Background: an optimization exercise with open tools, aiming at small area, a short achievable clock period and few clock cycles. Do not read the settings as production practice.
Only simulation tests tie the RTL to the original design; equivalence was not proved.
No activity file was given, so power comes from the tool's default toggle rates.

## ring_view_ctrl
module ring_view_ctrl (
    input  wire        clk,
    input  wire        rst,           
    input  wire        cmd_valid,
    output wire        cmd_ready,
    input  wire [31:0] cmd_data,
    output wire        rsp_valid,
    input  wire        rsp_ready,
    output wire [31:0] rsp_data,
    output wire        rsp_last
);
Size in the first run: ~2300 flip-flops, about 71 I/O pins, ~0.081 mm² of cells after synthesis.
==> flow/config.mk <==
export PLATFORM = sky130hd
export DESIGN_NAME = ring_view_ctrl
export DESIGN_NICKNAME = ring_view_ctrl
export VERILOG_FILES = /design/flow/design.v
export SDC_FILE = /design/flow/constraint.sdc
export NUM_CORES = 4
export LEC_CHECK = 0
export CAP_MARGIN = 20
export CORE_MARGIN = 2
export CORE_UTILIZATION = 55
export CTS_CLUSTER_DIAMETER = 80
export CTS_CLUSTER_SIZE = 24
export SLEW_MARGIN = 20
==> flow/constraint.sdc <==
create_clock -name core_clock -period 55.0 [get_ports {clk}]
set_input_delay 11.0000 -clock core_clock [delete_from_list [all_inputs] [get_ports {clk}]]
set_output_delay 11.0000 -clock core_clock [all_outputs]
set_load 0.01 [all_outputs]
standard.sh (not shown) runs the stock make flow with config.mk's settings and CLKGATE_MAP_FILE= SYNTH_SCRIPT=/design/flow/synth_recipe.tcl, a recipe that flattens the netlist after the stock synthesis.
==> flow/flow/run.sh <==
#!/bin/bash
# The standard layout (standard synthesis, floorplan, placement, CTS, routing) with two changes:
# the port buffers that buffer_ports inserts are plain buf_4 cells instead of its default
# delay cells, and the resizer's timing repair aims for 43 ns of setup slack at the design's
# 55 ns clock (so it also works on paths that already meet 55 ns). The SDC is the standard flow's, unchanged.
set -euo pipefail
export BUFFER_PORTS_ARGS="-buffer_cell sky130_fd_sc_hd__buf_4"
export SETUP_SLACK_MARGIN=43
bash standard.sh finish > standard_flow.log 2>&1
The first run completed without violations.
Testbench counts at the start, summed over its fixed seeds: cycles 40,688.
Edit:
--- a/flow/design.v
+++ b/flow/design.v
@@ -84,13 +84,15 @@
     wire in_dump = in_ring & (in_op[1:0] == 2'd3);
     wire in_ringok = in_ds0 & (cmd_data[17:15] == 3'd0);
     wire in_devz   = (cmd_data[23:20] == 4'd0);
     wire in_multi  = (in_op == 6'h01) | (in_op == 6'h02) | (in_op == 6'h08);
     wire in_usedok = in_used & in_ringok;
     wire in_dumpok = in_dump & in_ringok;
-    wire [1:0] in_st = (in_init | in_ring) ? {1'b0, in_init ? ~in_devz : ~in_ringok} : 2'd3;
+    wire [1:0] in_st = {1'b0, (in_op == 6'h03) ? ~in_devz : ~in_ringok};
+    wire       in_ill = ~(in_multi | in_init | in_upd | in_used | in_dump);
+    wire       rlx    = rl;
     wire dev_ok   = f_ds0;
     wire ring_ok  = f_ds0 & f_rhi0;
     wire k_multi  = k_rd | k_wr | k_cfg;
     wire bad_cw   = cw1 & k_multi & ~(f_hi0 & f_lo0 & (f_rg0 | k_cfg));
     wire init_go  = cw1 & k_init & f_hi0 & f_lo0 & f_rg0 & f_sub0 & f_devz;
     wire upd_go   = cw1 & k_upd & f_hi0 & f_lo0 & ring_ok;
@@ -164,13 +166,13 @@
     wire [31:0] rsp_nx = k_dump ? dump_nx :
                          k_used ? (cf[r] ? {{10{occ_cur[21]}}, occ_cur} : 32'd0) :
                                   {11'd0, ptr_rd};
     assign cmd_ready = cr;
     assign rsp_valid = rv;
     assign rsp_data  = rd;
-    assign rsp_last  = rl;
+    assign rsp_last  = rlx;
     integer i;
     always @(posedge clk) begin
         if (rst) begin
             rv        <= 1'b0;
             rl        <= 1'b0;
             rd        <= 32'd0;
@@ -233,14 +235,12 @@
                     f_rhi0  <= (cmd_data[17:15] == 3'd0);
                     r       <= cmd_data[14:12];
                     ridx    <= 4'd0;
                     lastw   <= in_rd;
                     wp      <= in_multi ? 5'b00010 : 5'b00001;
                     rv      <= ~in_multi;
-                    rd[1:0] <= in_st;
-                    rl      <= ~(in_usedok | in_dumpok);
                     cpend   <= (in_op == 6'h0B);
                     wpend   <= (in_op == 6'h0B);
                 end else begin
                     wp    <= lastw ? 5'b00001 : {wp[3:0], 1'b0};
                     lastw <= (k_wr & wp[1]) | (k_cfg & wp[3]);
                     rv    <= lastw;
@@ -254,19 +254,12 @@
                     if (wp[3]) begin
                         x3     <= cmd_data[19:0];
                         x3_big <= (cmd_data[31:20] != 12'd0);
                     end
                     if (wp[4]) x4 <= cmd_data[16:0];
                     wv <= cmd_data[20:0];
-                    rl <= ~(k_rd & dev_ok & in_aok);
-                    if (k_rd)
-                        rd[1:0] <= {1'b0, ~(dev_ok & in_aok)};
-                    else if (k_wr)
-                        rd[1:0] <= {1'b0, ~(dev_ok & a_ok)};
-                    else
-                        rd[1:0] <= {1'b0, cfg_st};
                     wr_go  <= lastw & k_wr & dev_ok & a_ok;
                     cfg_go <= lastw & k_cfg & cfg_ok;
                     if (lastw & k_cfg & cfg_ok) begin
                         bpend <= 1'b1;
                         br    <= r;
                     end
@@ -276,16 +269,16 @@
                 wp      <= 5'b00001;
                 rv      <= 1'b1;
                 rl      <= 1'b1;
                 rd[1:0] <= 2'd3;
             end
             cr <= hs_cmd ? (wp[0] ? (in_multi & ~((in_op == 6'h08) & bpend_n)) : ~lastw)
-                         : ~((rv & ~(rsp_ready & rl)) | bad_cw | busy_n | wt |
+                         : ~((rv & ~(rsp_ready & rlx)) | bad_cw | busy_n | wt |
                              (bpend_n & k_cfg & wp[1]));
             if (hs_rsp) begin
-                if (rl) begin
+                if (rlx) begin
                     rv <= 1'b0;
                     rl <= 1'b0;
                 end else if (!nx_rdy) begin
                     rv <= 1'b0;
                     wt <= 1'b1;
                 end else begin
@@ -298,12 +291,27 @@
                 wt   <= 1'b0;
                 rv   <= 1'b1;
                 ridx <= ridx + 4'd1;
                 rd   <= rsp_nx;
                 rl   <= ridx == 4'd12;
             end
+            if (hs_cmd) begin
+                if (wp[0]) begin
+                    rd[1:0] <= in_st | {2{in_ill}};
+                    rl      <= in_ill | ~(((in_op == 6'h0A) | (in_op == 6'h0B)) & in_ds0 &
+                                          (cmd_data[17:15] == 3'd0));
+                end else begin
+                    rl      <= ~(k_rd & dev_ok & in_aok);
+                    if (k_rd)
+                        rd[1:0] <= {1'b0, ~(dev_ok & in_aok)};
+                    else if (k_wr)
+                        rd[1:0] <= {1'b0, ~(dev_ok & a_ok)};
+                    else
+                        rd[1:0] <= {1'b0, cfg_st};
+                end
+            end
             if (wr_go) begin
                 if (a_tail) tv[r] <= 1'b1;
                 else        hv[r] <= 1'b1;
             end
             if (cy[ph])
                 cy[ph] <= 1'b0;
=> Cell count goes down by a few percent; cell area goes down slightly; setup slack gains 0.16 ns; total power goes down by a few percent; combinational power goes down by about a fifth; register-to-register slack loses 0.31 ns; wire length goes down by a few percent; clock power stays flat; via count goes down by a few percent; worst hold slack gains 0.0099 ns.
Testbench counts after the change, summed over its fixed seeds: cycles 40,688.

## what the ideal ports hide
In the flow no input, the clock included, has a driving cell. The finished layouts below were timed again as built, in two steps.
Step 1 sets driving cells, clkbuf_16 on the clock port and buf_2 on the other inputs (assumed; they add their load-dependent delay and slew).
Step 2 moves the port delays by t, midway between the first and last clock arrival at a register: inputs arrive t later, outputs are due t later. That takes back most of the time a late clock gives input paths.
Slacks: ideal / step 1 / step 2; pairs: ideal / step 1.
run | t, ns | setup slack, ns | hold slack, ns | worst setup path at the end | worst register clock-pin slew, ns
the first run | 0.865 | 42.522 / 42.536 / 41.702 | 0.307 / 0.307 / 0.307 | input to register | 0.11 / 0.11
the second run | 0.861 | 42.681 / 42.596 / 41.980 | 0.317 / 0.317 / 0.317 | input to register | 0.10 / 0.10
After both steps every run listed still meets setup and hold. For the first run, which loses most, drivers alone change the setup slack by +0.014 ns; drivers and shift together by -0.820 ns.
